From an optimization exercise on the open Yosys and OpenROAD flow, aimed at small area, a short achievable clock period and few clock cycles; shortcuts taken in it are not production practice. Where RTL was checked, it was by simulation tests only, not by an equivalence proof against the original. Function not checked in runs 1 to 5: the RTL went through the layout flow alone. Power is estimated from default activity; no workload was simulated.

$ cat design/flow/run.sh
#!/bin/bash
# synth_recipe.tcl (not shown) runs the flow's synth.tcl, then flattens the netlist and writes it again
# the make line also repeats each setting of config.mk as NAME=value (left out here)
make -C /OpenROAD-flow-scripts/flow DESIGN_CONFIG=/design/flow/config.mk WORK_HOME=/design/flow/orfs CLKGATE_MAP_FILE= SYNTH_SCRIPT=/design/flow/synth_recipe.tcl finish
$ cat design/flow/config.mk
export PLATFORM = sky130hd
export DESIGN_NAME = wnaf_expander
export DESIGN_NICKNAME = wnaf_expander
export VERILOG_FILES = /design/flow/design.v
export SDC_FILE = /design/flow/constraint.sdc
export NUM_CORES = 4
export LEC_CHECK = 0
export CAP_MARGIN = 20
export CORE_MARGIN = 2
export CORE_UTILIZATION = 35
export PLACE_DENSITY = 0.55
export SETUP_SLACK_MARGIN = 4.6
export SLEW_MARGIN = 20
$ cat design/flow/constraint.sdc
create_clock -name core_clock -period 7.0 [get_ports {clk}]
set_input_delay 1.4000 -clock core_clock [delete_from_list [all_inputs] [get_ports {clk}]]
set_output_delay 1.4000 -clock core_clock [all_outputs]
set_load 0.01 [all_outputs]
$ cat design/flow/design.v
module wnaf_expander (
    input  wire       clk,
    input  wire       rst,           
    input  wire       req_valid,
    output wire       req_ready,
    input  wire       req_we,
    input  wire [8:0] req_addr,
    input  wire [7:0] req_wdata,
    output reg        rsp_valid,
    output reg        rsp_err,
    output reg  [7:0] rsp_rdata
);
    localparam [1:0] PH_IDLE  = 2'd0,
                     PH_BUSY  = 2'd1,
                     PH_DONE  = 2'd2,
                     PH_FAULT = 2'd3;
    reg [7:0]   scalar [0:31];   
    reg [31:0]  svalid;
    reg [7:0]   w;
    reg [1:0]   phase;
    reg [1:0]   fcause;
    reg         cout;
    reg [7:0]   ring [0:31];     
    reg [15:0]  lk;              
    reg [1:0]   ws;              
    reg [4:0]   q;               
    reg [2:0]   r;
    reg [5:0]   bm;              
    reg         stall;           
    reg         hit;             
    reg         f_wsc, f_ww, f_exp, f_srst;           
    reg         f_rsc, f_rw, f_rst, f_rfc, f_rdig;    
    reg         f_v;                                  
    reg [7:0]   rq_addr;
    reg [7:0]   rq_wdata;
    assign req_ready = ~stall;
    wire accept = req_valid & ~stall;
    wire ph_idle  = (phase == PH_IDLE);
    wire ph_busy  = (phase == PH_BUSY);
    wire ph_done  = (phase == PH_DONE);
    wire ph_fault = (phase == PH_FAULT);
    wire srdy = &svalid;
    wire host_can_write = ph_idle | ph_done;
    wire wr_scalar = f_wsc & host_can_write;
    wire wr_w      = f_ww & host_can_write;
    wire do_expand = f_exp & host_can_write;
    wire do_srst   = f_srst & ~ph_busy;
    wire badw  = (w[7:2] != 6'b000001);
    wire short = ~srdy;
    wire start = do_expand & ~badw & ~short;
    wire rd_digit = f_rdig & ph_done;
    wire dig_now  = rd_digit & hit;                 
    wire seek     = rd_digit & ~hit;                
    wire [7:0] pos = {q, r};
    wire [5:0] wfill = {ws == 2'd3, ws >= 2'd2, ws != 2'd0, 3'b111};   
    wire       s_start = ~bm[0] & (lk[1] ^ lk[0]);
    wire [5:0] s_bm    = s_start ? wfill : {1'b0, bm[5:1]};
    reg  [7:0] s_digit;
    always @(*) begin
        case (ws)
            2'd0: s_digit = {{5{lk[4]}}, lk[4:2], 1'b1};
            2'd1: s_digit = {{4{lk[5]}}, lk[5:2], 1'b1};
            2'd2: s_digit = {{3{lk[6]}}, lk[6:2], 1'b1};
            default: s_digit = {{2{lk[7]}}, lk[7:2], 1'b1};
        endcase
        if (!s_start) s_digit = 8'h00;
    end
    reg [7:0] c_st;        
    reg [5:0] c_bm;        
    integer ci, cj;
    always @(*) begin
        for (ci = 0; ci < 8; ci = ci + 1) begin
            c_st[ci] = (lk[ci + 1] ^ lk[ci]);
            if (ci < 6)
                c_st[ci] = c_st[ci] & ~bm[ci];
            for (cj = 1; cj <= 6; cj = cj + 1)
                if (ci - cj >= 0 && (cj <= 3 || (cj == 4 && ws != 2'd0) ||
                                     (cj == 5 && ws[1]) || (cj == 6 && ws == 2'd3)))
                    c_st[ci] = c_st[ci] & ~c_st[ci - cj];
        end
        for (ci = 0; ci < 6; ci = ci + 1) begin
            c_bm[ci] = 1'b0;
            for (cj = 0; cj < 8; cj = cj + 1)
                if (8 + ci - cj <= 3)
                    c_bm[ci] = c_bm[ci] | c_st[cj];
                else if (8 + ci - cj <= 6)
                    c_bm[ci] = c_bm[ci] | (c_st[cj] & (ws >= (8 + ci - cj - 3)));
        end
    end
    wire seek_single = (r != 3'd0) | ((rq_addr[7:3] == q) & (rq_addr[2:0] > r));
    wire mv_byte   = ph_busy | (seek & ~seek_single);
    wire mv_single = dig_now | (seek & seek_single);
    wire xing     = mv_byte | (mv_single & (r == 3'd7));    
    wire [7:0] pos_next = start ? 8'd0 :
                          mv_byte ? {q + 5'd1, 3'b000} :
                          mv_single ? pos + 8'd1 : pos;
    wire [7:0] nb1 = ring[0];
    wire [7:0] nb2 = ring[1];
    wire       new_bit = (r == 3'd0) ? ((q == 5'd31) ? 1'b0 : nb1[7])
                                     : ((q[4:1] == 4'hf) ? 1'b0 : nb2[r - 3'd1]);
    always @(posedge clk) begin
        if (start) begin
            q    <= 5'd0;
            r    <= 3'd0;
            bm   <= 6'd0;
            cout <= 1'b0;
            lk   <= {scalar[1][6:0], scalar[0], 1'b0};
        end else if (mv_byte | mv_single) begin
            q  <= pos_next[7:3];
            r  <= pos_next[2:0];
            if (xing)
                lk <= {(q == 5'd30) ? 7'h00 : nb2[6:0], nb1,
                       (q == 5'd31) ? 1'b0 : (mv_byte ? lk[8] : lk[1])};   
            else
                lk <= {new_bit, lk[15:1]};
            if (q == 5'd31 && xing)
                bm <= 6'd0;
            else if (mv_byte)
                bm <= c_bm;
            else
                bm <= s_bm;
            if (ph_busy && q == 5'd31)
                cout <= lk[8] & ~c_bm[0];
        end
    end
    integer k;
    always @(posedge clk) begin
        if (start) begin
            for (k = 0; k < 32; k = k + 1)
                ring[k] <= scalar[(k + 1) % 32];
            ws <= w[1:0];
        end else if (xing) begin
            for (k = 0; k < 32; k = k + 1)
                ring[k] <= ring[(k + 1) % 32];
        end
    end
    wire i_rdig = ~req_we & req_addr[8];
    always @(posedge clk) begin
        if (rst) begin
            stall  <= 1'b0;
            hit    <= 1'b0;
            f_wsc  <= 1'b0;
            f_ww   <= 1'b0;
            f_exp  <= 1'b0;
            f_srst <= 1'b0;
            f_rsc  <= 1'b0;
            f_rw   <= 1'b0;
            f_rst  <= 1'b0;
            f_rfc  <= 1'b0;
            f_rdig <= 1'b0;
            f_v    <= 1'b0;
        end else if (seek) begin
            hit    <= (rq_addr == pos_next);
        end else begin
            stall  <= accept & i_rdig & (req_addr[7:0] != pos_next);
            hit    <= (req_addr[7:0] == pos_next);
            f_wsc  <= accept & req_we & (req_addr[8:5] == 4'b0000);
            f_ww   <= accept & req_we & (req_addr == 9'h020);
            f_exp  <= accept & req_we & (req_addr == 9'h021) & (req_wdata == 8'h01);
            f_srst <= accept & req_we & (req_addr == 9'h021) & (req_wdata == 8'h02);
            f_rsc  <= accept & ~req_we & (req_addr[8:5] == 4'b0000);
            f_rw   <= accept & ~req_we & (req_addr == 9'h020);
            f_rst  <= accept & ~req_we & (req_addr == 9'h022);
            f_rfc  <= accept & ~req_we & (req_addr == 9'h023);
            f_rdig <= accept & i_rdig;
            f_v    <= accept;
        end
    end
    always @(posedge clk) begin
        if (~stall) begin
            rq_addr  <= req_addr[7:0];
            rq_wdata <= req_wdata;
        end
    end
    wire ok = wr_scalar | wr_w | do_expand | do_srst | f_rsc | f_rw | f_rst | f_rfc | rd_digit;
    wire [7:0] status = {3'b000, srdy, ph_done & cout, ph_fault, ph_done, ph_busy};
    wire [7:0] rd_data =
        ({8{f_rsc & svalid[rq_addr[4:0]]}} & scalar[rq_addr[4:0]]) |
        ({8{f_rw}}   & w) |
        ({8{f_rst}}  & status) |
        ({8{f_rfc}}  & {6'b000000, fcause}) |
        ({8{rd_digit}} & s_digit);
    always @(posedge clk) begin
        if (rst) begin
            rsp_valid <= 1'b0;
            rsp_err   <= 1'b0;
            rsp_rdata <= 8'h00;
        end else begin
            rsp_valid <= f_v & ~seek;
            rsp_err   <= ~ok;
            rsp_rdata <= ok ? rd_data : 8'h80;
        end
    end
    always @(posedge clk) begin
        if (rst) begin
            phase  <= PH_IDLE;
            fcause <= 2'b00;
        end else if (do_srst) begin
            phase  <= PH_IDLE;
            fcause <= 2'b00;
        end else if (do_expand) begin
            if (badw | short) begin
                phase  <= PH_FAULT;
                fcause <= {short, badw};
            end else begin
                phase <= scalar[31][7] ? PH_BUSY : PH_DONE;
            end
        end else if (ph_busy) begin
            if (q == 5'd31)
                phase <= PH_DONE;
        end
    end
    always @(posedge clk) begin
        if (rst || do_srst) begin
            svalid <= 32'h0;
            w      <= 8'h00;
        end else begin
            if (wr_scalar)
                svalid[rq_addr[4:0]] <= 1'b1;
            if (wr_w)
                w <= rq_wdata;
        end
    end
    always @(posedge clk) begin
        if (wr_scalar)
            scalar[rq_addr[4:0]] <= rq_wdata;
    end
endmodule
==> results.sh, run 1 <==
export IMPL_clock_sinks=632
export IMPL_ys_seq_area_share_pct=67.33
export IMPL_fin_skew_ns=0.01968
export IMPL_layout_common_cells="830 x nand2_1, 545 x edfxtp_1, 90 x mux4_2, 88 x nor2_1, 76 x dfxtp_1"
export IMPL_synth_edf_count=545
export IMPL_synthSimpleGateAreaFrac_pct=16.05
export IMPL_r2r_setup_slack_ns=4.10
export IMPL_drt_pass1_iterations=5
export IMPL_ys_top_cells_by_area="edfxtp_1 61%, nand2_1 12%, mux4_2 7.5%, dfxtp_1 6.5%, nor2_1 1.8%"
export IMPL_p_sw_share_pct=21.85
export IMPL_synth_xor_area_share_pct=1.261
export IMPL_first_iter_violations=2176
export IMPL_seqPwrFrac_pct=52.4
export IMPL_critPathMaxFanout=6
export IMPL_cts_buffers=69
export IMPL_syn_area_um2=26890
export IMPL_synth_top_family_by_area="simple AND/OR/NAND/NOR gates"
export IMPL_worstRegToRegCells=15
export IMPL_worstHoldEndpoint="f_v"
export IMPL_die_x_um=281.2
export IMPL_r2r_start="rq_addr[2]"
export IMPL_start_util_pct=35.41
export IMPL_p_per_area_nw_per_um2=226.7
export IMPL_avgViaCountPerCell=5.337
export IMPL_root_buffer="clkbuf_16"
export IMPL_place_gp_congestion=0.8365
export IMPL_synth_compound_area_share_pct=3.903
export IMPL_combPwrFrac_pct=4.5
export IMPL_fin_cells=3455
export IMPL_clock_tree_buffer_depth=3
export IMPL_final_area_um2=34420
export IMPL_setup_viol=0
export IMPL_cp_data_required_time_ns=7.34
export IMPL_fin_nets=2412
export IMPL_grt_pass1_vias=18140
export IMPL_grt_max_degree=102
export IMPL_synth_warnings=23
export IMPL_postLayoutSetupSlackWorst_ns=4.104
export IMPL_cts_hold_fix_buffers=0
export IMPL_clk_pin_slew_ns=0.06
export IMPL_synth_fa_ha_area_share_pct=0.6979
export IMPL_synth_main_ff_cell="edfxtp_1"
export IMPL_fillers=6683
export IMPL_synth_top_area_share_pct=60.85
export IMPL_hold_depth=2
export IMPL_p_clk_share_pct=43.1
export IMPL_synth_top_cell_by_area="edfxtp_1"
export IMPL_critPathKind="reg -> reg"
export IMPL_slew_headroom_pct=32.05
export IMPL_port_buffers=31
export IMPL_wl_mm=81.86
export IMPL_syn_avg_cell_area_um2=12.33
export IMPL_tightest_slew_ns=1.018
export IMPL_hold_violations=0
export IMPL_grt_usage_pct=20.71
export IMPL_routedWlPerCell_um=23.69
export IMPL_die_h_um=281.2
export IMPL_dpl_hpwl_mm=43.85
export IMPL_syn_num_nets=2218
export IMPL_placementRows=101
export IMPL_num_vias=18440
export IMPL_status="no timing/DRC/antenna violations"
export IMPL_ys_types=73
export IMPL_crit_arrival_ns=3.23
export IMPL_regArea_um2=18130
export IMPL_synth_cells=2182
export IMPL_antenna_found_initial=0
export IMPL_fin_crit_ns=2.896
export IMPL_setup_tns_ns=0
export IMPL_p_sw_w=0.001705
export IMPL_cell_internal_pwr_w=0.006098
export IMPL_min_path_type="reg -> reg"
export IMPL_period_share_pct=41.37
export IMPL_max_cap_violations=0
export IMPL_place_ws_ns=2.852
export IMPL_synthArstFlopShare_pct=0
export IMPL_drtAntennaViolNets=0
export IMPL_multi_input_area_um2=9206
export IMPL_final_common_cell="nand2_1"
export IMPL_insertedDiodeCount=0
export IMPL_start_kind="flop"
export IMPL_reg2reg_to="ring[18][1]"
export IMPL_clock_fmax_mhz=345.3
export IMPL_muxShareOfSynthArea_pct=8.802
export IMPL_leakage_nw=11.59
export IMPL_die_area_um2=79070
export IMPL_cp_end_kind="flop"
export IMPL_cts_tree="done"
export IMPL_h_tree_depth=3
export IMPL_grt_pass1_wl_mm=120.2
export IMPL_grt_ovfl_total=0
export IMPL_io_pins=32
export IMPL_core_um2=75950
export IMPL_drc=0
export IMPL_ys_seq_elements=632
export IMPL_placed_cells=3152
export IMPL_area_growth_pct=27.97
export IMPL_postPlaceCellArea_um2=28390
export IMPL_rsz0062_at_grt="true"
export IMPL_drive_gt1_share_pct=22.60
export IMPL_min_from="f_v"
export IMPL_ir_worst_vdd_v=0.0001523
export IMPL_worstSkewPairLatency_ns=0.62
export IMPL_drv_slew=0
## Yosys cell counts (3+ instances only)
library cell	number
clkbuf_1	86
xnor2_1	20
a22oi_1	3
a31oi_1	10
nand3_1	12
nand4_1	13
or2_2	4
o21ai_1	3
o211ai_1	4
o21a_1	4
a211oi_1	6
a222oi_1	3
a21oi_1	63
and3_1	9
o22ai_1	4
edfxtp_1	545
mux4_2	90
nor2_1	131
a32oi_1	6
xor2_1	15
a2111oi_0	3
nor3_1	14
mux2i_1	25
nor2b_1	11
nand2_1	836
buf_2	9
buf_1	14
nand2b_1	10
mux2_2	8
ha_1	15
inv_1	25
o21ai_0	31
nor4_1	9
nand3b_1	5
and2_1	4
dfxtp_1	87
## cell families after synthesis
| kind of cell | count (synthesis) |
|---|---|
| AND/OR/NAND/NOR | 1075 |
| AO/OA/AOI/OAI | 164 |
| adder cells (fa/ha/maj) | 15 |
| flip-flops | 632 |
| multiplexers | 123 |
| XOR/XNOR | 37 |
| buffers and inverters | 136 |
## area by class of cell
cell class	instances	share of cell area [%]
clock buffer	91	5.319
tap	1030	3.745
clock inverter	29	0.5381
timing repair inverter	1	0.02545
timing repair buffer	229	10.54
multi-input combinational	1417	26.75
inverter	26	0.3963
sequential	632	52.68
## sequential cells by signal, summed over array words and instances (netlist names), 2 cells and up, named ones only
register and cells:
rq_wdata 8, rq_addr 8, scalar 256, fcause 2, q 5, w 8
lk 16, phase 2, rsp_rdata 8, ws 2, bm 6, ring 256
r 3, svalid 32
## power groups by stage
stage	sequential [W]	combinational, W	clock, W
2_1_floorplan	0.00417	0.000143	0
3_3_place_gp	0.00419	0.000244	0
3_5_place_dp	0.00419	0.000245	0
4_1_cts	0.00409	0.000335	0.00341
5_1_grt	0.00409	0.000358	0.00357
6_report	0.00409	0.000349	0.00336
## how the worst max path moves through the flow
stage                           from           to  slack [ns]  cells after the start
after detailed placement  svalid[29]        lk[2]        2.85                      7
after CTS                 rq_addr[2]        stall        4.17                     13
final                     rq_addr[2]  ring[18][1]        4.10                     15
after global routing      rq_addr[2]        stall        4.03                     13
after floorplan           rq_addr[0]   ring[0][0]        0.70                     11
after global placement    svalid[24]        lk[5]        2.88                      7
## worst max-delay path, cell delays in order, from the launching register on
cell and delay (ns):
edfxtp_1 0.49, ha_4 0.28, a21oi_2 0.13, o21a_1 0.19
o31ai_4 0.07, buf_6 0.14, buf_12 0.12, o21ai_4 0.19
nor2_4 0.08, o21ai_4 0.20, buf_8 0.16, buf_6 0.10
buf_12 0.12, buf_12 0.12, buf_12 0.11, buf_16 0.12
## stage by stage
step	total power, W	hold WS [ns]	utilization, %
after floorplan	0.004314	0.4271	-
after global placement	0.004434	0.4375	37.38
after detailed placement	0.004436	0.4447	37.38
after CTS	0.007837	0.4539	44.76
after global routing	0.008013	0.4935	45.31
final	0.007804	0.4554	45.31
## per-layer routing
metal	share of wire, %	GRT usage (%)	vias to the layer above
met4	2.3	6.211	0
li1	-	-	8172
met3	7.5	3.176	101
met5	0	0	-
met1	42	28.57	9424
met2	48	33.76	742
## what timing repair did
| action | 4_1_cts | 5_1_grt |
|---|---|---|
| buffers inserted | 110 | 17 |
| cloned | 54 | 2 |
| setup endpoints to repair | 887 | 658 |
| resized for setup | 360 | 41 |
| pin swaps | 40 | 20 |
==> inputs of run 2 (changes only) <==
--- a/design/flow/config.mk
+++ b/design/flow/config.mk
@@ -9,5 +9,5 @@
 export CORE_MARGIN = 2
 export CORE_UTILIZATION = 35
 export PLACE_DENSITY = 0.55
-export SETUP_SLACK_MARGIN = 4.6
+export SETUP_SLACK_MARGIN = 4.0
 export SLEW_MARGIN = 20
==> run 2 against run 1 <==
Net effect:
- routed wire length is 12% lower
- combinational power decreased by 22%
- clock-buffer cell count rose by 2
- final cell count decreased by 4.4%
- still clean
- non-clock buffer count down 151
- clock skew increased by 0.0023 ns
- critical path depth shrank 5
- critical path type unchanged
==> results.sh, run 2 <==
export IMPL_start_kind="flop"
export IMPL_grt_ovfl_total=0
export IMPL_grt_usage_pct=18.34
export IMPL_min_from="f_v"
export IMPL_ir_worst_vdd_v=0.0001715
export IMPL_cp_end_kind="flop"
export IMPL_critPathMaxFanout=9
export IMPL_p_per_area_nw_per_um2=252.1
export IMPL_routedWlPerCell_um=21.72
export IMPL_worstSkewPairLatency_ns=0.61
export IMPL_synth_main_ff_cell="edfxtp_1"
export IMPL_slew_headroom_pct=31.58
export IMPL_slowest_stage="edfxtp_1"
export IMPL_h_tree_depth=3
export IMPL_setup_tns_ns=0
export IMPL_tightest_slew_ns=1.026
export IMPL_num_vias=17170
export IMPL_period_share_pct=43.41
export IMPL_worstHoldEndpoint="f_v"
export IMPL_io_pins=32
export IMPL_root_buffer="clkbuf_16"
export IMPL_muxShareOfSynthArea_pct=8.802
export IMPL_synthSimpleGateAreaFrac_pct=16.05
export IMPL_avgViaCountPerCell=5.198
export IMPL_fin_nets=2258
export IMPL_core_um2=75950
export IMPL_wl_mm=71.75
export IMPL_placementRows=101
export IMPL_crit_chain="buf_6 > ha_4 > nand2_1 > o21a_1 > o31ai_4 > o21a_4 > mux2_2 > a2111o_1 > nor4b_1 > o32ai_1"
export IMPL_fillers=7141
export IMPL_drtAntennaViolNets=0
export IMPL_synthArstFlopShare_pct=0
export IMPL_synth_edf_count=545
export IMPL_status="no timing/DRC/antenna violations"
export IMPL_ys_seq_elements=632
export IMPL_final_common_cell="nand2_1"
export IMPL_synth_warnings=23
export IMPL_syn_num_nets=2218
export IMPL_synth_fa_ha_area_share_pct=0.6979
export IMPL_rsz0062_at_grt="true"
export IMPL_leakage_nw=10.21
export IMPL_r2r_start="rq_addr[1]"
export IMPL_fin_crit_ns=3.039
export IMPL_max_cap_violations=0
export IMPL_port_buffers=31
export IMPL_first_iter_violations=1736
export IMPL_clock_tree_buffer_depth=3
export IMPL_cts_buffers=69
export IMPL_grt_pass1_vias=17060
export IMPL_die_x_um=281.2
export IMPL_dpl_hpwl_mm=43.73
export IMPL_syn_area_um2=26890
export IMPL_synthTopCellsByCount="836 x nand2_1, 545 x edfxtp_1, 131 x nor2_1"
export IMPL_worstRegToRegCells=10
export IMPL_hold_depth=2
export IMPL_r2r_setup_slack_ns=3.96
export IMPL_cp_data_required_time_ns=7.46
export IMPL_synth_top_family_by_area="simple AND/OR/NAND/NOR gates"
export IMPL_layout_common_cells="834 x nand2_1, 545 x edfxtp_1, 112 x nor2_1, 90 x mux4_2, 82 x dfxtp_1"
export IMPL_finalPower_w=0.007820
export IMPL_crit_arrival_ns=3.50
export IMPL_antenna_found_initial=6
export IMPL_clock_sinks=632
export IMPL_fin_skew_ns=0.02202
export IMPL_cts_hold_fix_buffers=0
export IMPL_ys_seq_area_share_pct=67.33
export IMPL_grt_pass1_wl_mm=108.3
export IMPL_setup_viol=0
export IMPL_drv_slew=0
export IMPL_die_h_um=281.2
export IMPL_cpPeakStageDelay_ns=0.41
export IMPL_start_util_pct=35.41
export IMPL_drc=0
export IMPL_ys_types=73
export IMPL_area_growth_pct=15.34
export IMPL_synth_most_common_cell="nand2_1"
export IMPL_reg2reg_to="stall"
export IMPL_clk_pin_slew_ns=0.06
export IMPL_clock_fmax_mhz=329.1
export IMPL_cp_top_family="compound AO/OA/AOI/OAI gates"
export IMPL_die_area_um2=79070
export IMPL_synth_xor_area_share_pct=1.261
export IMPL_cp_num_buf_inv=1
export IMPL_whs_ns=0.4514
export IMPL_ys_top_cells_by_area="edfxtp_1 61%, nand2_1 12%, mux4_2 7.5%, dfxtp_1 6.5%, nor2_1 1.8%"
export IMPL_place_gp_congestion=0.8522
export IMPL_cts_tree="done"
export IMPL_drive_gt1_share_pct=13.29
export IMPL_synth_top_area_share_pct=60.85
export IMPL_synth_top_cell_by_area="edfxtp_1"
export IMPL_grt_max_degree=100
export IMPL_syn_avg_cell_area_um2=12.33
export IMPL_synth_cells=2182
export IMPL_critPathKind="reg -> reg"
export IMPL_synth_compound_area_share_pct=3.903
export IMPL_drt_pass1_iterations=6
export IMPL_min_path_type="reg -> reg"
export IMPL_hold_violations=0
run 2: through the flow:
step / setup WS [ns] / util (%) / instances / instance area [um^2]
4_1_cts: 4.001 / 40.61 / 3297 / 30840
5_1_grt: 3.840 / 40.84 / 3303 / 31020
2_1_floorplan: 0.6952 / - / 2182 / 27000
6_report: 3.962 / 40.84 / 3304 / 31020
3_3_place_gp: 3.109 / 37.32 / 3155 / 28350
3_5_place_dp: 3.026 / 37.32 / 3155 / 28350
run 2: cell families (layout without fill, tap and decap cells):
logic type	count (synthesis)	count (layout)
DFF	632	632
AOI/OAI and AO/OA	164	164
and+or+nand+nor	1075	1075
xor gates and xnor gates	37	37
buffers and inverters	136	227
adders and majority gates	15	15
other	0	1
muxes	123	123
run 2: worst reg2reg max path: cells and delay by family, from the launching register on:
family	cells	cell delay (ns)
buffers and inverters	1	0.15
adder cells (fa/ha/maj)	1	0.27
AO/OA/AOI/OAI	5	1.35
flip-flops	1	0.41
AND/OR/NAND/NOR	2	0.34
multiplexers	1	0.39
run 2: cell type report:
cell class	instances	area, um^2	area share, %
diodes	1	2.502	0.008067
clock buffers	93	1879	6.058
clock inverters	29	220.2	0.7099
inverters	26	122.6	0.3953
multi-input cells	1414	8519	27.46
flip-flops and latches	632	18120	58.42
well taps	1030	1289	4.155
repair buffers	78	857.1	2.763
repair inverters	1	8.758	0.02823
run 2: where the power goes:
part | internal, W | switching [W]
Clock | 0.00196 | 0.00150
Combinational | 0.000107 | 0.000165
Sequential | 0.00407 | 0.0000177
run 2: worst max-delay path by stage:
stage               start      endpoint  slack (ns)  cells after the start
2_1_floorplan  rq_addr[0]    ring[0][0]        0.70                     11
3_3_place_gp   rq_addr[1]    ring[8][7]        3.11                      9
3_5_place_dp   rq_addr[0]    ring[9][0]        3.03                     10
4_1_cts        rq_addr[0]  scalar[7][0]        4.00                      4
5_1_grt             lk[2]         bm[2]        3.84                      9
6_report       rq_addr[1]         stall        3.96                     10
run 2: per-layer routing:
metal / wire, um / global-route usage [%] / vias to the layer above
met5: 0 / 0 / -
met4: 1705 / 5.910 / 0
met3: 4566 / 2.968 / 96
met2: 33440 / 28.81 / 553
met1: 32040 / 25.96 / 8718
li1: - / - / 7807
run 2: repair_timing:
item	CTS	global route
setup endpoints to repair	671	223
setup buffers	17	6
gates resized for setup	44	33
gates cloned	3	0
pin swaps	5	3
==> inputs of run 3 (changes only) <==
--- a/design/flow/design.v
+++ b/design/flow/design.v
@@ -21,6 +21,7 @@
     reg [1:0]   fcause;
     reg         cout;
     reg [7:0]   ring [0:31];     
+    reg         rp;              
     reg [15:0]  lk;              
     reg [1:0]   ws;              
     reg [4:0]   q;               
@@ -39,13 +40,13 @@
     wire ph_busy  = (phase == PH_BUSY);
     wire ph_done  = (phase == PH_DONE);
     wire ph_fault = (phase == PH_FAULT);
-    wire srdy = &svalid;
+    reg  srdy;                   
+    reg  badw;                   
     wire host_can_write = ph_idle | ph_done;
     wire wr_scalar = f_wsc & host_can_write;
     wire wr_w      = f_ww & host_can_write;
     wire do_expand = f_exp & host_can_write;
     wire do_srst   = f_srst & ~ph_busy;
-    wire badw  = (w[7:2] != 6'b000001);
     wire short = ~srdy;
     wire start = do_expand & ~badw & ~short;
     wire rd_digit = f_rdig & ph_done;
@@ -94,8 +95,8 @@
     wire [7:0] pos_next = start ? 8'd0 :
                           mv_byte ? {q + 5'd1, 3'b000} :
                           mv_single ? pos + 8'd1 : pos;
-    wire [7:0] nb1 = ring[0];
-    wire [7:0] nb2 = ring[1];
+    wire [7:0] nb1 = rp ? ring[1] : ring[0];
+    wire [7:0] nb2 = rp ? ring[2] : ring[1];
     wire       new_bit = (r == 3'd0) ? ((q == 5'd31) ? 1'b0 : nb1[7])
                                      : ((q[4:1] == 4'hf) ? 1'b0 : nb2[r - 3'd1]);
     always @(posedge clk) begin
@@ -129,10 +130,16 @@
             for (k = 0; k < 32; k = k + 1)
                 ring[k] <= scalar[(k + 1) % 32];
             ws <= w[1:0];
-        end else if (xing) begin
+        end else if (rp) begin
             for (k = 0; k < 32; k = k + 1)
                 ring[k] <= ring[(k + 1) % 32];
         end
+    end
+    always @(posedge clk) begin
+        if (rst)
+            rp <= 1'b0;
+        else
+            rp <= xing & ~start;
     end
     wire i_rdig = ~req_we & req_addr[8];
     always @(posedge clk) begin
@@ -210,16 +217,31 @@
                 phase <= PH_DONE;
         end
     end
-    always @(posedge clk) begin
+    reg [31:0] svalid_next;
+    reg [7:0]  w_next;
+    always @(*) begin
+        svalid_next = svalid;
+        w_next      = w;
+        if (wr_scalar)
+            svalid_next[rq_addr[4:0]] = 1'b1;
+        if (wr_w)
+            w_next = rq_wdata;
         if (rst || do_srst) begin
-            svalid <= 32'h0;
-            w      <= 8'h00;
-        end else begin
-            if (wr_scalar)
-                svalid[rq_addr[4:0]] <= 1'b1;
-            if (wr_w)
-                w <= rq_wdata;
-        end
+            svalid_next = 32'h0;
+            w_next      = 8'h00;
+        end
+    end
+    reg [31:0] svalid_set;
+    always @(*) begin
+        svalid_set = svalid;
+        svalid_set[rq_addr[4:0]] = 1'b1;
+    end
+    wire clr = rst | do_srst;
+    always @(posedge clk) begin
+        svalid <= svalid_next;
+        w      <= w_next;
+        srdy   <= ~clr & (wr_scalar ? &svalid_set : &svalid);
+        badw   <= clr | (w_next[7:2] != 6'b000001);
     end
     always @(posedge clk) begin
         if (wr_scalar)
==> run 3 against run 2 <==
Net effect:
- synthesized cell count increased by 7.1%
- sequential cell count rose by 3
- design area up 2.8%
- synthesized area grew 2.9%
- global-route usage increased by 0.47 points
- die area increased by 2.9%
- via count rose by 6.3%
- final cell count is 5.0% higher
- critical path depth down 5
- sequential power about the same
- hold slack gained 0.0094 ns
- maximum frequency is 1.1% higher
- largest cell class unchanged
- highest routed layer unchanged
==> results.sh, run 3 <==
export IMPL_fillers=7432
export IMPL_fin_nets=2400
export IMPL_ys_seq_area_share_pct=65.05
export IMPL_ys_types=69
export IMPL_final_util_pct=40.57
export IMPL_synth_warnings=23
export IMPL_root_buffer="clkbuf_16"
export IMPL_first_iter_violations=1908
export IMPL_cts_buffers=69
export IMPL_cts_tree="done"
export IMPL_combPwrFrac_pct=4.0
export IMPL_h_tree_depth=3
export IMPL_grt_pass1_vias=17870
export IMPL_crit_chain="buf_12 > inv_1 > ha_1 > nand2_1 > nor2_1"
export IMPL_critPathMaxFanout=10
export IMPL_wl_mm=76.96
export IMPL_min_path_type="reg -> reg"
export IMPL_synthArstFlopShare_pct=0
export IMPL_syn_avg_cell_area_um2=11.84
export IMPL_synth_cells=2337
export IMPL_p_clk_share_pct=44.9
export IMPL_worstSkewPairLatency_ns=0.62
export IMPL_io_pins=32
export IMPL_syn_num_nets=2372
export IMPL_synth_top_cell_by_area="edfxtp_1"
export IMPL_start_util_pct=35.21
export IMPL_period_share_pct=42.93
export IMPL_ys_top_cells_by_area="edfxtp_1 57%, nand2_1 11%, dfxtp_1 7.7%, mux4_2 7.5%, a21oi_1 2.1%"
export IMPL_critPathKind="reg -> reg"
export IMPL_insertedDiodeCount=0
export IMPL_clock_fmax_mhz=332.8
export IMPL_placementRows=103
export IMPL_cp_data_required_time_ns=7.23
export IMPL_syn_area_um2=27680
export IMPL_setup_viol=0
export IMPL_clock_tree_buffer_depth=3
export IMPL_place_ws_ns=3.141
export IMPL_die_area_um2=81360
export IMPL_hold_violations=0
export IMPL_fin_skew_ns=0.01738
export IMPL_synth_most_common_cell="nand2_1"
export IMPL_slew_headroom_pct=27.83
export IMPL_setup_tns_ns=0
export IMPL_core_um2=78610
export IMPL_synthTopCellsByCount="794 x nand2_1, 529 x edfxtp_1, 150 x nor2_1"
export IMPL_avgViaCountPerCell=5.260
export IMPL_cell_internal_pwr_w=0.006275
export IMPL_num_vias=18250
export IMPL_tightest_slew_ns=1.074
export IMPL_rsz0062_at_grt="true"
export IMPL_ys_seq_elements=635
export IMPL_drc=0
export IMPL_start_kind="flop"
export IMPL_drtAntennaViolNets=0
export IMPL_crit_arrival_ns=3.24
export IMPL_drv_slew=0
export IMPL_p_sw_share_pct=21.64
export IMPL_drive_gt1_share_pct=13.06
export IMPL_final_common_cell="nand2_1"
export IMPL_antenna_found_initial=6
export IMPL_max_cap_violations=0
export IMPL_routedWlPerCell_um=22.18
export IMPL_ir_worst_vdd_v=0.0001521
export IMPL_seqPwrFrac_pct=51.2
export IMPL_drt_pass1_iterations=5
export IMPL_worstRegToRegCells=5
export IMPL_postLayoutSetupSlackWorst_ns=3.995
export IMPL_synth_main_ff_cell="edfxtp_1"
export IMPL_clock_sinks=635
export IMPL_grt_pass1_wl_mm=115.1
export IMPL_p_sw_w=0.001733
export IMPL_grt_max_degree=161
export IMPL_hold_depth=2
export IMPL_clk_pin_slew_ns=0.06
export IMPL_synth_top_area_share_pct=57.39
export IMPL_cpPeakStageDelay_ns=0.90
export IMPL_die_x_um=285.2
export IMPL_cp_end_kind="flop"
export IMPL_leakage_nw=11.23
export IMPL_r2r_setup_slack_ns=3.99
export IMPL_grt_ovfl_total=0
export IMPL_layout_common_cells="794 x nand2_1, 529 x edfxtp_1, 142 x nor2_1, 113 x a21oi_1, 98 x dfxtp_1"
export IMPL_place_gp_congestion=0.8522
export IMPL_die_h_um=285.2
export IMPL_synth_edf_count=529
export IMPL_p_per_area_nw_per_um2=251.1
export IMPL_port_buffers=31
export IMPL_status="no timing/DRC/antenna violations"
export IMPL_grt_usage_pct=18.81
export IMPL_slowest_stage="nor2_1"
export IMPL_fin_crit_ns=3.005
export IMPL_area_growth_pct=15.22
export IMPL_dpl_hpwl_mm=48.62
-- run 3: changes by cell type in the layout (fill, tap and decap cells not counted), moves of 9 or more --
| cell | change |
|---|---|
| nor2_2 | -12 |
| dfxtp_1 | +16 |
| buf_4 | +14 |
| nand2_1 | -40 |
| nor3_1 | +17 |
| nor2_1 | +30 |
| edfxtp_1 | -16 |
| nand3_1 | +12 |
| a21oi_1 | +51 |
| xnor2_1 | -9 |
| mux2i_1 | +12 |
| o21ai_0 | +23 |
-- run 3: per-stage QoR --
stage	std cells	hold slack [ns]	cell area [um^2]	power (W)
finish	3470	0.4607	31890	0.008008
floorplan	2337	0.4271	27730	0.004336
CTS	3453	0.4634	31560	0.008077
detailed placement	3312	0.4553	29090	0.004465
global route	3470	0.5029	31890	0.008239
global placement	3311	0.4395	29060	0.004462
-- run 3: power groups by stage --
stage	sequential, W	combinational [W]	clock [W]
after floorplan	0.00418	0.000161	0
after global placement	0.00419	0.000269	0
after detailed placement	0.00419	0.000277	0
after CTS	0.00410	0.000306	0.00367
after global routing	0.00410	0.000337	0.00381
final	0.00410	0.000318	0.00359
-- run 3: critical path, delay by kind of cell, from the launching register on --
kind          cells  cell delay [ns]
buf+inv           2             0.25
flops             1             0.43
simple gates      2             1.46
fa+ha+maj         1             0.47
-- run 3: cell families after synthesis --
group | after synthesis | share of synthesized area [%]
adder cells (fa/ha/maj) | 14 | 0.6328
flip-flops | 635 | 65.05
XOR/XNOR | 27 | 0.8814
multiplexers | 136 | 9.108
AND/OR/NAND/NOR | 1108 | 16.46
buffers and inverters | 160 | 2.278
AO/OA/AOI/OAI | 257 | 5.591
-- run 3: area by class of cell --
class | count | area [um^2] | share of cell area, %
clock inverter | 34 | 365.4 | 1.146
clock buffer | 92 | 1854 | 5.814
inverter | 26 | 116.4 | 0.3648
multi-input combinational | 1542 | 9273 | 29.07
tap | 1050 | 1314 | 4.119
sequential | 635 | 18020 | 56.51
timing repair buffer | 91 | 947.2 | 2.970
-- run 3: metal layers --
metal / global-route usage [%] / wire length [um] / vias to the layer above
li1: - / - / 8422
met1: 26.32 / 33600 / 9178
met2: 29.60 / 36080 / 542
met3: 3.072 / 4951 / 111
met4: 6.806 / 2327 / 0
met5: 0 / 0 / -
-- run 3: worst paths after layout --
| path | from | end |
|---|---|---|
| hold / removal | f_v | f_v |
| setup / recovery | rq_addr[1] | scalar[17][4] |
| setup reg to reg | rq_addr[1] | scalar[17][4] |
| hold reg to reg | f_v | f_v |
-- run 3: what timing repair did --
item	in CTS	in global routing
pin swaps	1	7
setup endpoints to repair	78	87
buffers inserted	15	16
resized for setup	36	42
gates cloned	0	1
hold buffers	0	0
==> inputs of run 4 (changes only) <==
--- a/design/flow/config.mk
+++ b/design/flow/config.mk
@@ -9,5 +9,5 @@
 export CORE_MARGIN = 2
 export CORE_UTILIZATION = 35
 export PLACE_DENSITY = 0.55
-export SETUP_SLACK_MARGIN = 4.0
+export SETUP_SLACK_MARGIN = 4.4
 export SLEW_MARGIN = 20
==> run 4 against run 3 <==
Net effect:
- maximum frequency grew 11%
- clock power shrank 2%
- highest routed layer is now met5
- combinational power grew 14%
- non-clock buffer count grew 61
- first-iteration DRC count grew 9.6%
==> results.sh, run 4 <==
export IMPL_synthSimpleGateAreaFrac_pct=16.46
export IMPL_synth_top_cell_by_area="edfxtp_1"
export IMPL_cpMostUsedCell="buf_4"
export IMPL_ir_worst_vdd_v=0.0001904
export IMPL_ys_seq_area_share_pct=65.05
export IMPL_final_common_cell="nand2_1"
export IMPL_drtAntennaViolNets=0
export IMPL_synth_most_common_cell="nand2_1"
export IMPL_synth_compound_area_share_pct=5.591
export IMPL_die_h_um=285.2
export IMPL_synth_fa_ha_area_share_pct=0.6328
export IMPL_cpPeakStageDelay_ns=0.44
export IMPL_start_util_pct=35.21
export IMPL_ys_top_cells_by_area="edfxtp_1 57%, nand2_1 11%, dfxtp_1 7.7%, mux4_2 7.5%, a21oi_1 2.1%"
export IMPL_postPlaceCellArea_um2=29100
export IMPL_cp_data_required_time_ns=7.52
export IMPL_critPathMaxFanout=4
export IMPL_clock_sinks=635
export IMPL_tightest_slew_ns=0.8677
export IMPL_slew_headroom_pct=42.07
export IMPL_cts_hold_fix_buffers=0
export IMPL_h_tree_depth=3
export IMPL_start_kind="flop"
export IMPL_rsz0062_at_grt="true"
export IMPL_synth_top_area_share_pct=57.39
export IMPL_synth_warnings=23
export IMPL_synth_main_ff_cell="edfxtp_1"
export IMPL_ys_types=69
export IMPL_slowest_stage="a2111o_1"
export IMPL_avgViaCountPerCell=5.346
export IMPL_cts_buffers=69
export IMPL_drt_pass1_iterations=5
export IMPL_min_from="f_v"
export IMPL_synthTopCellsByCount="794 x nand2_1, 529 x edfxtp_1, 150 x nor2_1"
export IMPL_synthArstFlopShare_pct=0
export IMPL_layout_common_cells="790 x nand2_1, 529 x edfxtp_1, 104 x a21oi_1, 101 x nor2_1, 93 x dfxtp_1"
export IMPL_critPathKind="reg -> reg"
export IMPL_synth_cells=2337
export IMPL_muxShareOfSynthArea_pct=9.108
export IMPL_cp_startpoint="rq_addr[2]"
export IMPL_port_buffers=31
export IMPL_fin_nets=2465
export IMPL_synth_xor_area_share_pct=0.8814
export IMPL_first_iter_violations=2092
export IMPL_grt_pass1_wl_mm=119.3
export IMPL_leakage_nw=11.62
export IMPL_die_area_um2=81360
export IMPL_io_pins=32
export IMPL_clock_tree_buffer_depth=3
export IMPL_r2r_start="rq_addr[2]"
export IMPL_wl_mm=80.98
export IMPL_syn_avg_cell_area_um2=11.84
export IMPL_place_gp_congestion=0.8846
export IMPL_area_growth_pct=19.17
export IMPL_placementRows=103
export IMPL_fillers=7373
export IMPL_setup_viol=0
export IMPL_insertedDiodeCount=0
export IMPL_grt_pass1_vias=18390
export IMPL_period_share_pct=38.72
export IMPL_drive_gt1_share_pct=19.98
export IMPL_clock_fmax_mhz=368.9
export IMPL_die_x_um=285.2
export IMPL_grt_max_degree=89
export IMPL_min_path_type="reg -> reg"
export IMPL_antenna_found_initial=2
export IMPL_fin_crit_ns=2.711
export IMPL_cp_end_kind="flop"
export IMPL_crit_chain="buf_6 > ha_4 > nand3b_1 > a211oi_2 > buf_4 > a21oi_4 > buf_4 > o32ai_1 > xnor2_1 > a2111o_1 > nor4_2"
export IMPL_grt_usage_pct=19.60
export IMPL_cts_tree="done"
export IMPL_crit_arrival_ns=3.23
export IMPL_grt_ovfl_total=0
export IMPL_r2r_setup_slack_ns=4.29
export IMPL_synth_top_family_by_area="simple AND/OR/NAND/NOR gates"
export IMPL_dpl_hpwl_mm=48.73
export IMPL_syn_area_um2=27680
export IMPL_routedWlPerCell_um=22.93
export IMPL_syn_num_nets=2372
export IMPL_hold_violations=0
export IMPL_drc=0
export IMPL_num_vias=18880
export IMPL_synth_edf_count=529
export IMPL_final_area_um2=32990
export IMPL_worstSkewPairLatency_ns=0.63
export IMPL_root_buffer="clkbuf_16"
export IMPL_setup_tns_ns=0
export IMPL_max_cap_violations=0
export IMPL_p_per_area_nw_per_um2=241.9
export IMPL_core_um2=78610
export IMPL_drv_slew=0
export IMPL_fin_skew_ns=0.03034
export IMPL_ys_seq_elements=635
export IMPL_status="no timing/DRC/antenna violations"
export IMPL_clk_pin_slew_ns=0.06
-- run 4: cell types whose count changed in the layout (fill, tap and decap cells not counted), moves of 12 or more --
cell     previous run  this run
nor3_1             30        18
o21ai_1             2        20
o21ai_0            53        33
buf_6               2        16
nor2_1            142       101
nor2_2              6        28
nor2_4              2        21
buf_4              45        90
-- run 4: area by class of cell --
class	count	area, um^2	share of cell area (%)
clock buffers	87	1824	5.530
clock inverters	36	351.6	1.066
inverters	26	135.1	0.4096
multi-input cells	1545	9834	29.81
flip-flops and latches	635	18050	54.70
well taps	1050	1314	3.982
repair buffers	152	1475	4.472
repair inverters	1	8.758	0.02655
-- run 4: what timing repair did --
| item | 4_1_cts | 5_1_grt |
|---|---|---|
| buffers inserted | 57 | 33 |
| cloned | 5 | 3 |
| gates resized for setup | 178 | 111 |
| hold endpoints to repair | 0 | 0 |
| pin swaps | 22 | 39 |
| setup endpoints to repair | 767 | 460 |
-- run 4: through the flow --
step           utilization, %  cells  total power, W  hold WS (ns)  setup slack (ns)
5_1_grt                 41.96   3532        0.008218        0.4830             4.202
2_1_floorplan               -   2337        0.004340        0.4271             3.906
3_3_place_gp            37.02   3311        0.004460        0.4419             3.195
6_report                41.96   3532        0.007980        0.4682             4.289
3_5_place_dp            37.02   3311        0.004464        0.4421             3.136
4_1_cts                 41.11   3496        0.008034        0.4506             4.188
-- run 4: worst max-delay path: cells and delay by family, from the launching register on --
| family | cells | cell delay, ns |
|---|---|---|
| xor gates and xnor gates | 1 | 0.19 |
| and+or+nand+nor | 2 | 0.23 |
| DFF | 1 | 0.42 |
| adders and majority gates | 1 | 0.27 |
| AOI/OAI and AO/OA | 4 | 1.03 |
| buffers and inverters | 3 | 0.47 |
-- run 4: layer usage --
layer,up-vias,wire length [um],track usage (%)
met5,-,12,0
met1,9571,35480,27.52
li1,8564,-,-
met2,625,37790,30.76
met4,2,2591,7.225
met3,121,5103,3.080
-- run 4: logic make-up (layout without fill, tap and decap cells) --
group | count (synthesis) | after routing
buf+inv | 160 | 302
mux | 136 | 136
fa+ha+maj | 14 | 14
xor+xnor | 27 | 27
flops | 635 | 635
simple gates | 1108 | 1111
compound gates | 257 | 257
-- run 4: final timing paths --
check        end  cells past startpoint
max reg2reg  hit                     11
min reg2reg  f_v                      2
min          f_v                      2
max          hit                     11
-- run 4: power by group --
group          leakage [nW]  switching [W]  internal, W  total, W
Clock                  1.07        0.00154      0.00199   0.00353
Sequential             5.62      0.0000137      0.00407   0.00409
Combinational          4.93       0.000216     0.000146  0.000362
==> inputs of run 5 (changes only) <==
--- a/design/flow/config.mk
+++ b/design/flow/config.mk
@@ -9,5 +9,5 @@
 export CORE_MARGIN = 2
 export CORE_UTILIZATION = 35
 export PLACE_DENSITY = 0.55
-export SETUP_SLACK_MARGIN = 4.4
+export SETUP_SLACK_MARGIN = 4.8
 export SLEW_MARGIN = 20
==> run 5 against run 4 <==
Net effect:
- critical endpoint unchanged
- clock skew rose by 0.0048 ns
- total power up 1.5%
- register-to-register slack barely moved
- non-clock buffer count increased by 38
- sequential share of layout area down 2.0 points
- synthesized cell count is the same
- largest cell class unchanged
==> results.sh, run 5 <==
export IMPL_status="no timing/DRC/antenna violations"
export IMPL_dpl_hpwl_mm=49.86
export IMPL_postLayoutSetupSlackWorst_ns=4.286
export IMPL_final_common_cell="nand2_1"
export IMPL_seqPwrFrac_pct=50.6
export IMPL_leakage_nw=12.06
export IMPL_ys_seq_area_share_pct=65.05
export IMPL_synthTopCellsByCount="794 x nand2_1, 529 x edfxtp_1, 150 x nor2_1"
export IMPL_place_gp_congestion=0.8705
export IMPL_num_vias=19330
export IMPL_clk_pin_slew_ns=0.06
export IMPL_r2r_start="rq_addr[1]"
export IMPL_reg2reg_to="hit"
export IMPL_layout_common_cells="786 x nand2_1, 529 x edfxtp_1, 97 x buf_4, 95 x a21oi_1, 92 x mux4_2"
export IMPL_avgViaCountPerCell=5.409
export IMPL_setup_tns_ns=0
export IMPL_cpPeakStageDelay_ns=0.43
export IMPL_fin_crit_ns=2.714
export IMPL_ys_types=69
export IMPL_start_kind="flop"
export IMPL_p_per_area_nw_per_um2=236.2
export IMPL_fin_nets=2505
export IMPL_grt_pass1_wl_mm=123.7
export IMPL_drt_pass1_iterations=7
export IMPL_antenna_found_initial=1
export IMPL_placementRows=103
export IMPL_worstHoldEndpoint="f_v"
export IMPL_root_buffer="clkbuf_16"
export IMPL_port_buffers=31
export IMPL_clock_sinks=635
export IMPL_core_um2=78610
export IMPL_synth_most_common_cell="nand2_1"
export IMPL_slowest_stage="edfxtp_1"
export IMPL_final_util_pct=43.59
export IMPL_ir_worst_vdd_v=0.0001615
export IMPL_clock_fmax_mhz=368.5
export IMPL_finalPower_w=0.008096
export IMPL_synth_main_ff_cell="edfxtp_1"
export IMPL_synthArstFlopShare_pct=0
export IMPL_synth_warnings=23
export IMPL_wl_mm=82.92
export IMPL_start_util_pct=35.21
export IMPL_drv_slew=0
export IMPL_setup_viol=0
export IMPL_r2r_setup_slack_ns=4.29
export IMPL_place_ws_ns=3.093
export IMPL_clock_tree_buffer_depth=3
export IMPL_routedWlPerCell_um=23.20
export IMPL_drtAntennaViolNets=0
export IMPL_ys_top_cells_by_area="edfxtp_1 57%, nand2_1 11%, dfxtp_1 7.7%, mux4_2 7.5%, a21oi_1 2.1%"
export IMPL_grt_max_degree=92
export IMPL_p_sw_share_pct=21.82
export IMPL_fillers=7208
export IMPL_synth_cells=2337
export IMPL_synth_edf_count=529
export IMPL_slew_headroom_pct=37.76
export IMPL_combPwrFrac_pct=4.9
export IMPL_hold_violations=0
export IMPL_syn_area_um2=27680
export IMPL_synth_top_cell_by_area="edfxtp_1"
export IMPL_grt_ovfl_total=0
export IMPL_die_h_um=285.2
export IMPL_cts_hold_fix_buffers=0
export IMPL_drive_gt1_share_pct=23.42
export IMPL_cp_startpoint="rq_addr[1]"
export IMPL_die_x_um=285.2
export IMPL_whs_ns=0.4578
export IMPL_p_sw_w=0.001766
export IMPL_fin_skew_ns=0.03517
export IMPL_grt_usage_pct=20.09
export IMPL_area_growth_pct=23.79
export IMPL_drc=0
export IMPL_cts_tree="done"
export IMPL_min_from="f_v"
export IMPL_critPathKind="reg -> reg"
export IMPL_tightest_slew_ns=0.9323
export IMPL_rsz0062_at_grt="true"
export IMPL_min_path_type="reg -> reg"
export IMPL_p_clk_share_pct=44.6
export IMPL_cp_end_kind="flop"
export IMPL_cp_data_required_time_ns=7.52
export IMPL_hold_depth=2
export IMPL_syn_num_nets=2372
export IMPL_h_tree_depth=3
export IMPL_cell_internal_pwr_w=0.006329
export IMPL_synth_top_area_share_pct=57.39
export IMPL_grt_pass1_vias=19110
export IMPL_first_iter_violations=1727
export IMPL_die_area_um2=81360
export IMPL_crit_chain="buf_12 > ha_4 > nand3b_1 > a211oi_4 > a21oi_4 > a211oi_2 > xor2_1 > o2111ai_1 > a2111o_1 > nor4_2"
export IMPL_crit_arrival_ns=3.23
export IMPL_cts_buffers=69
export IMPL_ys_seq_elements=635
export IMPL_period_share_pct=38.77
export IMPL_syn_avg_cell_area_um2=11.84
export IMPL_worstSkewPairLatency_ns=0.62
export IMPL_critPathMaxFanout=4
export IMPL_max_cap_violations=0
export IMPL_io_pins=32
export IMPL_worstRegToRegCells=10
[run 5: changes by cell type in the layout (fill, tap and decap cells not counted), sizes merged, moves of 3 or more]
cell / before / now
bufinv: 3 / 6
bufbuf: 0 / 5
clkdlybuf4s15: 4 / 1
inv: 27 / 24
buf: 125 / 166
clkdlybuf4s50: 11 / 8
[run 5: power by group through the flow]
stage	Sequential [W]	Combinational (W)	Clock [W]
global placement	0.00419	0.000276	0
global route	0.00409	0.000410	0.00382
floorplan	0.00418	0.000175	0
detailed placement	0.00419	0.000278	0
finish	0.00409	0.000395	0.00361
CTS	0.00409	0.000379	0.00368
[run 5: per-stage QoR]
stage / area (um^2) / instances
2_1_floorplan: 28040 / 2337
3_3_place_gp: 29190 / 3309
3_5_place_dp: 29190 / 3309
4_1_cts: 33460 / 3533
5_1_grt: 34270 / 3573
6_report: 34270 / 3574
[run 5: worst max-delay path by stage]
stage / end / slack [ns]
2_1_floorplan: ring[10][0] / 3.91
3_3_place_gp: bm[4] / 3.15
3_5_place_dp: hit / 3.09
4_1_cts: hit / 4.22
5_1_grt: hit / 4.19
6_report: hit / 4.29
[run 5: cell type report]
| class | instances | area [um^2] | share of cell area, % |
|---|---|---|---|
| timing repair buffer | 190 | 2242 | 6.543 |
| clock inverter | 36 | 399.1 | 1.165 |
| antenna | 1 | 2.502 | 0.007302 |
| sequential | 635 | 18050 | 52.68 |
| tap | 1050 | 1314 | 3.834 |
| clock buffer | 88 | 1829 | 5.338 |
| inverter | 26 | 135.1 | 0.3943 |
| multi-input combinational | 1547 | 10280 | 30.01 |
| timing repair inverter | 1 | 8.758 | 0.02556 |
[run 5: kinds of logic after synthesis]
kind of cell,count (synthesis),synth area share [%]
AO/OA/AOI/OAI,257,5.591
XOR/XNOR,27,0.8814
adder cells (fa/ha/maj),14,0.6328
buffers and inverters,160,2.278
flip-flops,635,65.05
multiplexers,136,9.108
AND/OR/NAND/NOR,1108,16.46
[run 5: timing repair]
item,4_1_cts,5_1_grt
resized for setup,316,94
gates cloned,12,2
setup endpoints to repair,827,470
pin swaps,63,70
endpoints found under the hold margin,0,0
buffers inserted,88,38
[run 5: metal layers]
layer  part of all wire [%]  vias up  track usage, %
li1                       -     8650               -
met1                     44     9919           28.04
met2                     48      655           32.83
met3                    6.0      106           2.864
met4                    2.3        2           5.537
met5                  0.016        -               0
[run 5: worst max-delay path, delay by kind of cell, from the launching register on]
kind                     cells  cell delay, ns
AO/OA/AOI/OAI                5            1.20
flip-flops                   1            0.43
XOR/XNOR                     1            0.33
AND/OR/NAND/NOR              2            0.26
adder cells (fa/ha/maj)      1            0.25
buffers and inverters        1            0.16
==> inputs of run 6 (changes only) <==
--- a/design/flow/design.v
+++ b/design/flow/design.v
@@ -29,6 +29,7 @@
     reg [5:0]   bm;              
     reg         stall;           
     reg         hit;             
+    reg         sk1;             
     reg         f_wsc, f_ww, f_exp, f_srst;           
     reg         f_rsc, f_rw, f_rst, f_rfc, f_rdig;    
     reg         f_v;                                  
@@ -88,13 +89,27 @@
                     c_bm[ci] = c_bm[ci] | (c_st[cj] & (ws >= (8 + ci - cj - 3)));
         end
     end
-    wire seek_single = (r != 3'd0) | ((rq_addr[7:3] == q) & (rq_addr[2:0] > r));
-    wire mv_byte   = ph_busy | (seek & ~seek_single);
-    wire mv_single = dig_now | (seek & seek_single);
-    wire xing     = mv_byte | (mv_single & (r == 3'd7));    
+    wire mv_byte   = ph_busy | (seek & ~sk1);
+    wire mv_single = dig_now | (seek & sk1);
+    wire xing      = mv_byte | (mv_single & (r == 3'd7));    
+    wire [4:0] q_p1   = q + 5'd1;
+    wire [7:0] pos_p1 = pos + 8'd1;
     wire [7:0] pos_next = start ? 8'd0 :
-                          mv_byte ? {q + 5'd1, 3'b000} :
-                          mv_single ? pos + 8'd1 : pos;
+                          mv_byte ? {q_p1, 3'b000} :
+                          mv_single ? pos_p1 : pos;
+    wire [7:0] ta = req_addr[7:0];
+    wire [7:0] tr = rq_addr;
+    wire a_z = (ta == 8'd0),            r_b = (tr == {q_p1, 3'b000});
+    wire a_b = (ta == {q_p1, 3'b000}),  r_s = (tr == pos_p1);
+    wire a_s = (ta == pos_p1);
+    wire a_h = (ta == pos);
+    wire a_hit = start ? a_z : mv_byte ? a_b : mv_single ? a_s : a_h;
+    wire r_hit = mv_byte ? r_b : r_s;
+    wire a_q0 = (ta[7:3] == 5'd0), a_q1 = (ta[7:3] == q_p1), a_q = (ta[7:3] == q);
+    wire r_q1 = (tr[7:3] == q_p1), r_q = (tr[7:3] == q);
+    wire a_sk = start ? a_q0 : mv_byte ? a_q1 :
+                mv_single ? ((r == 3'd7) ? a_q1 : 1'b1) : ((r != 3'd0) | a_q);
+    wire r_sk = mv_byte ? r_q1 : ((r == 3'd7) ? r_q1 : 1'b1);
     wire [7:0] nb1 = rp ? ring[1] : ring[0];
     wire [7:0] nb2 = rp ? ring[2] : ring[1];
     wire       new_bit = (r == 3'd0) ? ((q == 5'd31) ? 1'b0 : nb1[7])
@@ -146,6 +161,7 @@
         if (rst) begin
             stall  <= 1'b0;
             hit    <= 1'b0;
+            sk1    <= 1'b0;
             f_wsc  <= 1'b0;
             f_ww   <= 1'b0;
             f_exp  <= 1'b0;
@@ -157,10 +173,12 @@
             f_rdig <= 1'b0;
             f_v    <= 1'b0;
         end else if (seek) begin
-            hit    <= (rq_addr == pos_next);
+            hit    <= r_hit;
+            sk1    <= r_sk;
         end else begin
-            stall  <= accept & i_rdig & (req_addr[7:0] != pos_next);
-            hit    <= (req_addr[7:0] == pos_next);
+            stall  <= accept & i_rdig & ~a_hit;
+            hit    <= a_hit;
+            sk1    <= a_sk;
             f_wsc  <= accept & req_we & (req_addr[8:5] == 4'b0000);
             f_ww   <= accept & req_we & (req_addr == 9'h020);
             f_exp  <= accept & req_we & (req_addr == 9'h021) & (req_wdata == 8'h01);
--- a/design/flow/config.mk
+++ b/design/flow/config.mk
@@ -9,5 +9,5 @@
 export CORE_MARGIN = 2
 export CORE_UTILIZATION = 35
 export PLACE_DENSITY = 0.55
-export SETUP_SLACK_MARGIN = 4.8
+export SETUP_SLACK_MARGIN = 4.4
 export SLEW_MARGIN = 20
==> run 6 against run 5 <==
Net effect:
- sequential power barely moved
- sequential cell count rose by 1
- clock skew fell by 0.0057 ns
- combinational power is 5.8% lower
- non-clock buffer count down 70
- largest cell class unchanged
- worst setup slack improved by 0.047 ns
- synthesized area grew 1.6%
- sequential share of layout area rose by 2.4 points
- still clean on timing, DRC and antenna
- first-iteration DRC count grew 7.9%
- core utilization decreased by 2.2 points
==> results.sh, run 6 <==
export IMPL_io_pins=32
export IMPL_first_iter_violations=1864
export IMPL_leakage_nw=11.52
export IMPL_clk_pin_slew_ns=0.06
export IMPL_ys_top_cells_by_area="edfxtp_1 56%, nand2_1 11%, dfxtp_1 7.6%, mux4_2 7.0%, a21oi_1 2.0%"
export IMPL_setup_tns_ns=0
export IMPL_antenna_found_initial=6
export IMPL_avgViaCountPerCell=5.398
export IMPL_synth_cells=2379
export IMPL_place_ws_ns=3.191
export IMPL_fillers=7437
export IMPL_dpl_hpwl_mm=51.78
export IMPL_grt_pass1_wl_mm=121.5
export IMPL_synth_warnings=23
export IMPL_synth_edf_count=529
export IMPL_p_per_area_nw_per_um2=248.4
export IMPL_die_area_um2=82650
export IMPL_syn_num_nets=2411
export IMPL_crit_arrival_ns=1.27
export IMPL_postLayoutSetupSlackWorst_ns=4.333
export IMPL_core_um2=79260
export IMPL_synth_most_common_cell="nand2_1"
export IMPL_start_kind="flop"
export IMPL_cts_tree="done"
export IMPL_synthArstFlopShare_pct=0
export IMPL_p_sw_share_pct=22.17
export IMPL_cp_num_buf_inv=2
export IMPL_num_vias=19080
export IMPL_routedWlPerCell_um=23.14
export IMPL_period_share_pct=38.09
export IMPL_h_tree_depth=3
export IMPL_grt_ovfl_total=0
export IMPL_combPwrFrac_pct=4.6
export IMPL_start_util_pct=35.49
export IMPL_syn_avg_cell_area_um2=11.82
export IMPL_whs_ns=0.4542
export IMPL_placementRows=103
export IMPL_ys_seq_area_share_pct=64.09
export IMPL_drt_pass1_iterations=8
export IMPL_cp_end_kind="primary output"
export IMPL_critPathKind="reg -> out"
export IMPL_synthTopCellsByCount="799 x nand2_1, 529 x edfxtp_1, 147 x nor2_1"
export IMPL_setup_viol=0
export IMPL_drv_slew=0
export IMPL_status="no timing/DRC/antenna violations"
export IMPL_worstSkewPairLatency_ns=0.62
export IMPL_grt_usage_pct=19.58
export IMPL_rsz0062_at_grt="true"
export IMPL_ys_types=84
export IMPL_root_buffer="clkbuf_16"
export IMPL_slew_headroom_pct=22.83
export IMPL_critPathMaxFanout=6
export IMPL_seqPwrFrac_pct=50.3
export IMPL_cpPeakStageDelay_ns=0.40
export IMPL_place_gp_congestion=0.8813
export IMPL_synth_top_cell_by_area="edfxtp_1"
export IMPL_ys_seq_elements=636
export IMPL_grt_max_degree=103
export IMPL_fin_crit_ns=2.667
export IMPL_wl_mm=81.79
export IMPL_cp_top_family="flip-flops"
export IMPL_drtAntennaViolNets=0
export IMPL_synth_top_area_share_pct=56.47
export IMPL_syn_area_um2=28130
export IMPL_tightest_slew_ns=1.157
export IMPL_ir_worst_vdd_v=0.0001660
export IMPL_p_sw_w=0.001806
export IMPL_max_cap_violations=0
export IMPL_drc=0
export IMPL_area_growth_pct=16.58
export IMPL_crit_chain="clkinvlp_4 > clkbuf_2"
export IMPL_synth_main_ff_cell="edfxtp_1"
export IMPL_p_clk_share_pct=45.1
export IMPL_fin_skew_ns=0.02943
export IMPL_die_h_um=287.5
export IMPL_port_buffers=31
export IMPL_cts_buffers=70
export IMPL_min_path_type="reg -> reg"
export IMPL_drive_gt1_share_pct=16.63
export IMPL_cp_data_required_time_ns=5.60
export IMPL_clock_fmax_mhz=375.0
export IMPL_final_common_cell="nand2_1"
export IMPL_cts_hold_fix_buffers=0
export IMPL_layout_common_cells="793 x nand2_1, 529 x edfxtp_1, 112 x nor2_1, 110 x a21oi_1, 92 x dfxtp_1"
export IMPL_grt_pass1_vias=18640
export IMPL_clock_sinks=636
export IMPL_die_x_um=287.5
export IMPL_insertedDiodeCount=0
export IMPL_hold_violations=0
export IMPL_slowest_stage="dfxtp_4"
export IMPL_fin_nets=2459
export IMPL_clock_tree_buffer_depth=3
export IMPL_finalPower_w=0.008146
export IMPL_cell_internal_pwr_w=0.006340
-- run 6: power by group through the flow --
stage	logic [W]	clock network (W)	registers (W)
after floorplan	0.000195	0	0.00418
final	0.000372	0.00367	0.00410
after global placement	0.000304	0	0.00420
after global routing	0.000392	0.00389	0.00410
after detailed placement	0.000305	0	0.00420
after CTS	0.000346	0.00374	0.00410
-- run 6: cells by family (layout without fill, tap and decap cells) --
| family | after synthesis | count (layout) | share of synthesized area (%) |
|---|---|---|---|
| and+or+nand+nor | 1112 | 1114 | 16.31 |
| DFF | 636 | 636 | 64.09 |
| AOI/OAI and AO/OA | 277 | 277 | 6.356 |
| buffers and inverters | 165 | 268 | 2.366 |
| muxes | 134 | 134 | 9.025 |
| xor gates and xnor gates | 44 | 44 | 1.370 |
| adders and majority gates | 11 | 11 | 0.4893 |
-- run 6: worst paths after layout --
| path | start | endpoint | slack (ns) | depth (start not counted) |
|---|---|---|---|---|
| worst max-delay path | stall | req_ready | 4.33 | 2 |
| worst min-delay path | f_v | f_v | 0.45 | 2 |
| worst max register to register | ws[1] | rsp_rdata[4] | 4.41 | 5 |
| worst min register to register | f_v | f_v | 0.45 | 2 |
-- run 6: area by class of cell --
| class | count | area [um^2] | share of cell area (%) |
|---|---|---|---|
| clock buffers | 95 | 1938 | 5.910 |
| clock inverters | 34 | 326.6 | 0.9958 |
| inverters | 18 | 97.59 | 0.2976 |
| multi-input cells | 1580 | 9925 | 30.26 |
| flip-flops and latches | 636 | 18070 | 55.11 |
| well taps | 1050 | 1314 | 4.006 |
| repair buffers | 120 | 1110 | 3.384 |
| repair inverters | 1 | 8.758 | 0.02671 |
-- run 6: per-layer routing --
layer,GRT usage (%),share of wire [%],vias up
met2,31.60,47,650
met4,5.664,2.2,0
met3,3.082,6.3,103
li1,-,-,8636
met1,27.30,44,9689
met5,0,0,-
-- run 6: worst reg2reg max path, delay by kind of cell, from the launching register on --
| kind | cells | cell delay, ns |
|---|---|---|
| AOI/OAI and AO/OA | 2 | 1.22 |
| DFF | 1 | 0.54 |
| muxes | 1 | 0.40 |
| and+or+nand+nor | 2 | 0.31 |
-- run 6: through the flow --
stage	util (%)	instances	instance area (um^2)
2_1_floorplan	-	2379	28190
3_3_place_gp	37.12	3340	29420
3_5_place_dp	37.12	3340	29420
4_1_cts	40.81	3502	32350
5_1_grt	41.38	3534	32790
6_report	41.38	3534	32790
-- run 6: timing repair --
item | CTS | global route
endpoints found under the hold margin | 0 | 0
pin swaps | 5 | 19
cloned | 3 | 1
resized for setup | 145 | 56
endpoints found under the setup margin | 686 | 442
buffers inserted | 30 | 31
Testbench counts of run 6, summed over its fixed seeds: cycles 28,474.

## what the ideal ports hide
The flow's constraints put no driver on any port. The routed layouts listed below were extracted and timed again, unchanged, in two steps.
Step 1 sets driving cells, clkbuf_16 on the clock port and buf_2 on the other inputs (assumed; they add their load-dependent delay and slew).
Step 2 adds t to the input delays and takes it off the output delays; t is the mean of the earliest and latest rising clock arrival at the registers after step 1. Input paths then give back, and output paths get back, about the clock's delay inside the block.
Three values: ideal ports, drivers, drivers and shift; two values: the first two.
run | t, ns | slack for setup (ns) | worst setup path after step 2
run 1 | 0.670 | 4.104 / 4.104 / 3.555 | input to register
run 2 | 0.659 | 3.962 / 3.962 / 3.549 | input to register
run 3 | 0.672 | 3.995 / 3.993 / 3.546 | input to register
run 4 | 0.676 | 4.289 / 4.289 / 3.780 | input to register
run 5 | 0.663 | 4.286 / 4.286 / 3.722 | input to register
run 6 | 0.674 | 4.333 / 4.269 / 3.826 | input to register
After both steps setup and hold are still met in every run listed. The setup slack of run 5, which loses most, moves by 0.000 ns with the drivers and by -0.564 ns with both steps.
